This is an optimization exercise on Yosys and OpenROAD, whose aim is small area, a short achievable clock period and few clock cycles per item, not a production implementation.
At most, simulation tests tie the RTL to the original design; equivalence was not proved.
Power and IR drop assume default switching activity.

## beep_env
module beep_env (
  input             clk,
  input             rst,
  input             start,
  input      [31:0] env,         
  input      [31:0] gain,        
  output reg        ready,
  output reg        done,
  output reg        lut_we,
  output     [7:0]  lut_addr,
  output     [15:0] lut_data
);
Size: about 1,500 cells after synthesis, ~170 flip-flops, roughly 94 I/O pins.
Settings: LEC_CHECK=0, ABC_AREA=1, CAP_MARGIN=0, CORE_MARGIN=2, CORE_UTILIZATION=50, CTS_BUF_LIST=sky130_fd_sc_hd__clkbuf_8, PLACE_DENSITY=0.7, SLEW_MARGIN=0; clock period 10.0 ns.
standard.sh (not shown) runs the stock make flow with config.mk's settings and CLKGATE_MAP_FILE= SYNTH_SCRIPT=/design/flow/synth_recipe.tcl, a recipe that flattens the netlist after the stock synthesis.
==> flow/flow/run.sh <==
#!/bin/bash
set -euo pipefail
export BUFFER_PORTS_ARGS="-buffer_cell sky130_fd_sc_hd__buf_1"
export SETUP_SLACK_MARGIN=6.5
bash standard.sh > standard_flow.log 2>&1
The baseline passed the timing, DRC and antenna checks.
Testbench counts at the start, summed over its fixed seeds: cycles 26,026, builds 96.
Next try:
Settings changed: CORE_UTILIZATION 50 to 40, PLACE_DENSITY 0.7 to 0.6.
=>
- The new run ran to the end with no violations
- hold slack is better by 0.019 ns
- non-clock buffer count is higher by 6
- global-route usage is lower by 3.8 points
- wire length is higher by 4.3%
- clock power is higher by 9.1%
- final cell count is higher by 3.8%
- sequential power barely changes
Next try:
Settings changed: CORE_UTILIZATION 40 to 60, PLACE_DENSITY 0.6 to 0.8.
Outcome:
- routed wire length is lower by 6.2%
- sequential power is about the same
- worst hold slack loses 0.018 ns
- utilization goes up by 21 points
- cell area drops by 1.7%
- sequential share of layout area grows by 0.59 points

* * *

beep_env, a different RTL version from the one above (not shown whole).
Size in the first run: about 12000 um^2 of cells after synthesis.
==> flow/config.mk <==
export PLATFORM = sky130hd
export DESIGN_NAME = beep_env
export DESIGN_NICKNAME = beep_env
export VERILOG_FILES = /design/flow/design.v
export SDC_FILE = /design/flow/constraint.sdc
export NUM_CORES = 4
export LEC_CHECK = 0
export CAP_MARGIN = 0
export CORE_MARGIN = 2
export CORE_UTILIZATION = 65
export CTS_BUF_LIST = sky130_fd_sc_hd__clkbuf_8
export PLACE_DENSITY = 0.85
export SETUP_SLACK_MARGIN = 5
export SLEW_MARGIN = 0
==> flow/constraint.sdc <==
create_clock -name core_clock -period 10.0 [get_ports {clk}]
set_input_delay 2.0000 -clock core_clock [delete_from_list [all_inputs] [get_ports {clk}]]
set_output_delay 2.0000 -clock core_clock [all_outputs]
set_load 0.01 [all_outputs]
==> flow/flow/run.sh <==
#!/bin/bash
# Standard ORFS layout; the port buffers are the platform's smallest buffer
# instead of the delay buffer buffer_ports picks on its own.
set -euo pipefail
export BUFFER_PORTS_ARGS="-buffer_cell sky130_fd_sc_hd__buf_1"
bash standard.sh > standard_flow.log 2>&1
Testbench counts at the start, summed over its fixed seeds: cycles 26,122, builds 96.
Then changed:
==> flow/flow/run.sh (replaced) <==
#!/bin/bash
set -euo pipefail
export BUFFER_PORTS_ARGS="-buffer_cell sky130_fd_sc_hd__buf_1"
export SETUP_SLACK_MARGIN=6
bash standard.sh > standard_flow.log 2>&1
CORE_UTILIZATION = 40   (was 65)
PLACE_DENSITY = 0.6   (was 0.85)
SETUP_SLACK_MARGIN = unset   (was 5)
Outcome: Final area is higher by about 7%; total power is higher by about 8%; area after synthesis does not change; final cell count is higher by 14%; via count is lower by about 1.2%; critical path depth is unchanged; worst hold slack loses 21 ps; non-clock buffer count is higher by 36; sequential power barely changes; utilization is lower by 24 points; count of clock-buffer cells in the layout is higher by 1.
Then changed:
==> flow/flow/run.sh (replaced) <==
#!/bin/bash
# Standard ORFS layout; the port buffers are the platform's smallest buffer
# instead of the delay buffer buffer_ports picks on its own.
set -euo pipefail
export BUFFER_PORTS_ARGS="-buffer_cell sky130_fd_sc_hd__buf_1"
bash standard.sh > standard_flow.log 2>&1
SETUP_SLACK_MARGIN = 5   (was unset)
Utilization shrinks by 2.4 points. Global-route usage shrinks by 0.61 points. Design area shrinks by a few percent.
Then changed:
CORE_UTILIZATION = 50   (was 40)
GPL_TIMING_DRIVEN = 0   (was unset)
PLACE_DENSITY = 0.7   (was 0.6)
Effect: The changed run completed with no timing, DRC or antenna violations. Combinational power is about the same. Clock skew falls by 4.4 ps. Non-clock buffer count is higher by 43. Maximum frequency went down by about 2%. Total power hardly moves.

* * *

## v6
Another version of the RTL of beep_env (not shown whole).
==> flow/config.mk <==
export PLATFORM = sky130hd
export DESIGN_NAME = beep_env
export DESIGN_NICKNAME = beep_env
export VERILOG_FILES = /design/flow/design.v
export SDC_FILE = /design/flow/constraint.sdc
export NUM_CORES = 4
export LEC_CHECK = 0
export ABC_CLOCK_PERIOD_IN_PS = 3000
export CAP_MARGIN = 20
export CORE_MARGIN = 2
export CORE_UTILIZATION = 40
export PLACE_DENSITY = 0.6
export SETUP_SLACK_MARGIN = 5
export SLEW_MARGIN = 20
==> flow/constraint.sdc <==
create_clock -name core_clock -period 10.0 [get_ports {clk}]
set_input_delay 2.0000 -clock core_clock [delete_from_list [all_inputs] [get_ports {clk}]]
set_output_delay 2.0000 -clock core_clock [all_outputs]
set_load 0.01 [all_outputs]
run.sh (not shown) runs the stock make flow with config.mk's settings and CLKGATE_MAP_FILE= SYNTH_SCRIPT=/design/flow/synth_recipe.tcl, a recipe that flattens the netlist after the stock synthesis.
Stock flow here: none of the scripts above is used.
The final layout from v6, which completed every stage, passed the timing, DRC and antenna checks at the end of the flow.
--- input diff v6..v7 ---
diff --git a/flow/config.mk b/flow/config.mk
--- a/flow/config.mk
+++ b/flow/config.mk
@@ -6,9 +6,7 @@
 export NUM_CORES = 4
 export LEC_CHECK = 0
-export ABC_CLOCK_PERIOD_IN_PS = 3000
 export CAP_MARGIN = 20
 export CORE_MARGIN = 2
 export CORE_UTILIZATION = 40
 export PLACE_DENSITY = 0.6
-export SETUP_SLACK_MARGIN = 5
 export SLEW_MARGIN = 20
Between v6 and v7, the flow reports leakage component of the power decreasing by a few percent.
Delta (v7 minus v6): cell count moved down, worst path setup slack after routing moved down.
Diff v6 -> v7: worst hold slack after final layout has remained practically unchanged; sequential share of layout area has increased.
Compared with v6, in v7 post-detailed-routing wire length barely changed, number of global-route vias before repair dropped 1.8%.
No run of this note included a check of the RTL's function; only the layout flow was run.

* * *

== run 1 ==
Another version of the RTL of beep_env (not shown whole).
Size in the first run: ~1200 cells after synthesis, ~170 flip-flops, roughly 94 I/O pins, ~12000 um2 of cells after synthesis.
Design beep_env, start of the top module:
module beep_env (
  input             clk,
  input             rst,
  input             start,
  input      [31:0] env,         
  input      [31:0] gain,        
  output reg        ready,
  output reg        done,
  output reg        lut_we,
  output     [7:0]  lut_addr,
  output     [15:0] lut_data
);
  localparam [2:0] P_IDLE = 3'd0,
                   P_INIT = 3'd1,
                   P_RL   = 3'd2,
                   P_SU   = 3'd3,
                   P_DC   = 3'd4,
                   P_AT   = 3'd5;
  localparam [1:0] K_R = 2'd0, K_D = 2'd1, K_A = 2'd2;
  reg [2:0]  ph;
  reg [7:0]  atk, dec, sus, relp;    
  reg [23:0] g;
  reg        gbig;
  reg [8:0]  de;        
  reg        suNE;      
  reg        dcNE;      
  reg        atNE;      
  reg        nA;        
  reg        sgSU, sgDC, sgAT;    
  reg [8:0]  i;         
  reg        last;      
  reg [23:0] acc;       
  reg        asat;      
  reg [23:0] qg;        
  reg        qsat;
  reg [7:0]  r;         
  reg        zb;        
  reg        cb;        
  reg [1:0]  dk;        
  reg        jb, jr;    
  reg [3:0]  jc;        
  reg        hm;        
  reg        jn;        
  reg        pr;        
  wire [7:0] sep  = ~relp;
  wire [2:0] fin  = atNE ? P_AT : dcNE ? P_DC : suNE ? P_SU : P_RL;
  wire       js   = jn;
  wire [7:0] dsel = (dk == K_R) ? relp : (dk == K_D) ? dec : atk;
  wire [7:0] rem;
  wire       qbit;
  wire       dstep = js | (jb & ~jc[3]);
  wire       hz    = js | (jb & (jc == 4'd0));    
  wire [3:0] jcn   = js ? 4'd1 : jc + 4'd1;      
  beep_env_div u_div (
    .clk   (clk),
    .first (hz),
    .step  (dstep),
    .cbit  (cb),
    .d     (dsel),
    .rem   (rem),
    .qbit  (qbit)
  );
  wire [8:0] rsum = {1'b0, r} + {1'b0, rem};
  wire [9:0] rdif = {1'b0, rsum} - {2'b0, dsel};
  ...
==> flow/config.mk <==
export PLATFORM = sky130hd
export DESIGN_NAME = beep_env
export DESIGN_NICKNAME = beep_env
export VERILOG_FILES = /design/flow/design.v
export SDC_FILE = /design/flow/constraint.sdc
export NUM_CORES = 4
export LEC_CHECK = 0
export CAP_MARGIN = 0
export CORE_MARGIN = 2
export CORE_UTILIZATION = 55
export CTS_BUF_LIST = sky130_fd_sc_hd__clkbuf_8
export PLACE_DENSITY = 0.75
export SLEW_MARGIN = 0
==> flow/constraint.sdc <==
create_clock -name core_clock -period 10.0 [get_ports {clk}]
set_input_delay 2.0000 -clock core_clock [delete_from_list [all_inputs] [get_ports {clk}]]
set_output_delay 2.0000 -clock core_clock [all_outputs]
set_load 0.01 [all_outputs]
standard.sh (not shown) runs the stock make flow with config.mk's settings and CLKGATE_MAP_FILE= SYNTH_SCRIPT=/design/flow/synth_recipe.tcl, a recipe that flattens the netlist after the stock synthesis.
==> flow/flow/run.sh <==
#!/bin/bash
set -euo pipefail
export BUFFER_PORTS_ARGS="-buffer_cell sky130_fd_sc_hd__buf_1"
export SETUP_SLACK_MARGIN=6
bash standard.sh > standard_flow.log 2>&1
Run 1 completed end to end with timing, DRC and antenna clean.
Testbench counts of run 1, summed over its fixed seeds: cycles 26,026, builds 96.
## Diff of input files: run 2 against run 1
- changing CORE_UTILIZATION from 55 to 40
- changing PLACE_DENSITY from 0.75 to 0.6
Findings:
- Clock tree skew after final layout deteriorates in run 2 relative to run 1.
- Of run 2 and run 1, the higher post-route cell area belongs to run 2.
- The worst setup path startpoint comes out u_div.rem[0]$_DFFE_PN_ in one run and hm$_SDFF_PP0_ in the other, namely in run 1 and run 2 respectively.
- Diff run 2 and run 1: number of optimization iterations in the first detailed-route pass higher in run 1
> inputs changed (run 2 -> run 3)
- an added CTS_CLUSTER_DIAMETER of 150
- an added CTS_CLUSTER_SIZE of 40
- Any difference in power dissipated by switching net loads between run 2 and run 3 is small enough to ignore.
- Run 2 -> run 3: number of diodes delta 0, exact match
- Sequential cell count essentially unchanged between run 2 and run 3.
- Diff run 3..run 2 | clock-buffer cell count | unchanged
- Run 3 -> run 2: final cell count delta 0, exact match
- On leakage power, run 2 tracks run 3 almost exactly.
- As far as setup slack of the critical path after layout goes, run 3 and run 2 are indistinguishable; the numbers are identical.
- Run 3 and run 2 ended up with nearly the same final wirelength.
- Effective utilization at floorplan essentially unchanged between run 2 and run 3.
- As far as sequential share of layout area goes, run 3 and run 2 are indistinguishable; the numbers are identical.
> inputs changed (run 3 -> run 4)
- ABC_AREA now 1, previously not set
- CTS_CLUSTER_DIAMETER no longer set, was 150
- CTS_CLUSTER_SIZE no longer set, was 40
### Flow results
- Run 4 finished every stage and its layout cleared the timing, DRC and antenna checks.
- Maximum clock frequency up about 2% in run 4 wrt run 3
- Compared with run 3, in run 4 met2 wire length grew by 7.3%; number of nets in the final layout grew by about 20%; utilization shrank by 1.2 points; global-route met1 utilization shrank by 0.85 points.

-- what the ideal ports hide --
In the flow no input, the clock included, has a driving cell. The finished layouts below were timed again as built, in two steps. Step 1 assumes that a clkbuf_16 drives the clock port and a buf_2 every other input. Step 2 adds t to the input delays and takes it off the output delays; t is the mean of the earliest and latest rising clock arrival at the registers after step 1. Input paths then give back, and output paths get back, about the clock's delay inside the block. Slacks: ideal ports / drivers / drivers and shift; pairs: ideal ports / drivers.
| run | shift t [ns] | slack for setup (ns) | worst hold slack (ns) | worst setup path at the end | clock arrival spread, ns |
|---|---|---|---|---|---|
| the first run of note 1 | 0.515 | 6.597 / 6.555 / 6.664 | 0.479 / 0.479 / 0.479 | register to register | 0.025 / 0.024 |
| the second run of note 1 | 0.530 | 6.597 / 6.554 / 6.645 | 0.498 / 0.498 / 0.498 | register to register | 0.025 / 0.025 |
| the third run of note 1 | 0.510 | 6.570 / 6.532 / 6.636 | 0.481 / 0.481 / 0.481 | register to register | 0.016 / 0.016 |
| the first run of note 2 | 0.505 | 5.314 / 5.314 / 5.314 | 0.529 / 0.529 / 0.529 | register to register | 0.016 / 0.016 |
| the second run of note 2 | 0.532 | 5.942 / 5.942 / 5.942 | 0.508 / 0.508 / 0.508 | register to register | 0.028 / 0.027 |
| the third run of note 2 | 0.526 | 5.420 / 5.420 / 5.420 | 0.501 / 0.501 / 0.501 | register to register | 0.026 / 0.026 |
| the fourth run of note 2 | 0.506 | 5.328 / 5.328 / 5.328 | 0.482 / 0.482 / 0.482 | register to register | 0.019 / 0.019 |
| v6 | 0.498 | 4.783 / 4.783 / 4.783 | 0.445 / 0.445 / 0.445 | register to register | 0.020 / 0.020 |
| v7 | 0.499 | 2.812 / 2.812 / 2.812 | 0.446 / 0.446 / 0.446 | register to register | 0.014 / 0.014 |
| run 1 | 0.504 | 6.135 / 6.135 / 6.135 | 0.495 / 0.495 / 0.495 | register to register | 0.022 / 0.021 |
| run 2 | 0.531 | 6.162 / 6.162 / 6.162 | 0.471 / 0.471 / 0.471 | register to register | 0.024 / 0.024 |
| run 3 | 0.531 | 6.162 / 6.162 / 6.162 | 0.471 / 0.471 / 0.471 | register to register | 0.024 / 0.024 |
| run 4 | 0.550 | 6.240 / 6.240 / 6.240 | 0.479 / 0.479 / 0.479 | register to register | 0.024 / 0.025 |
After both steps every run listed still meets setup and hold.
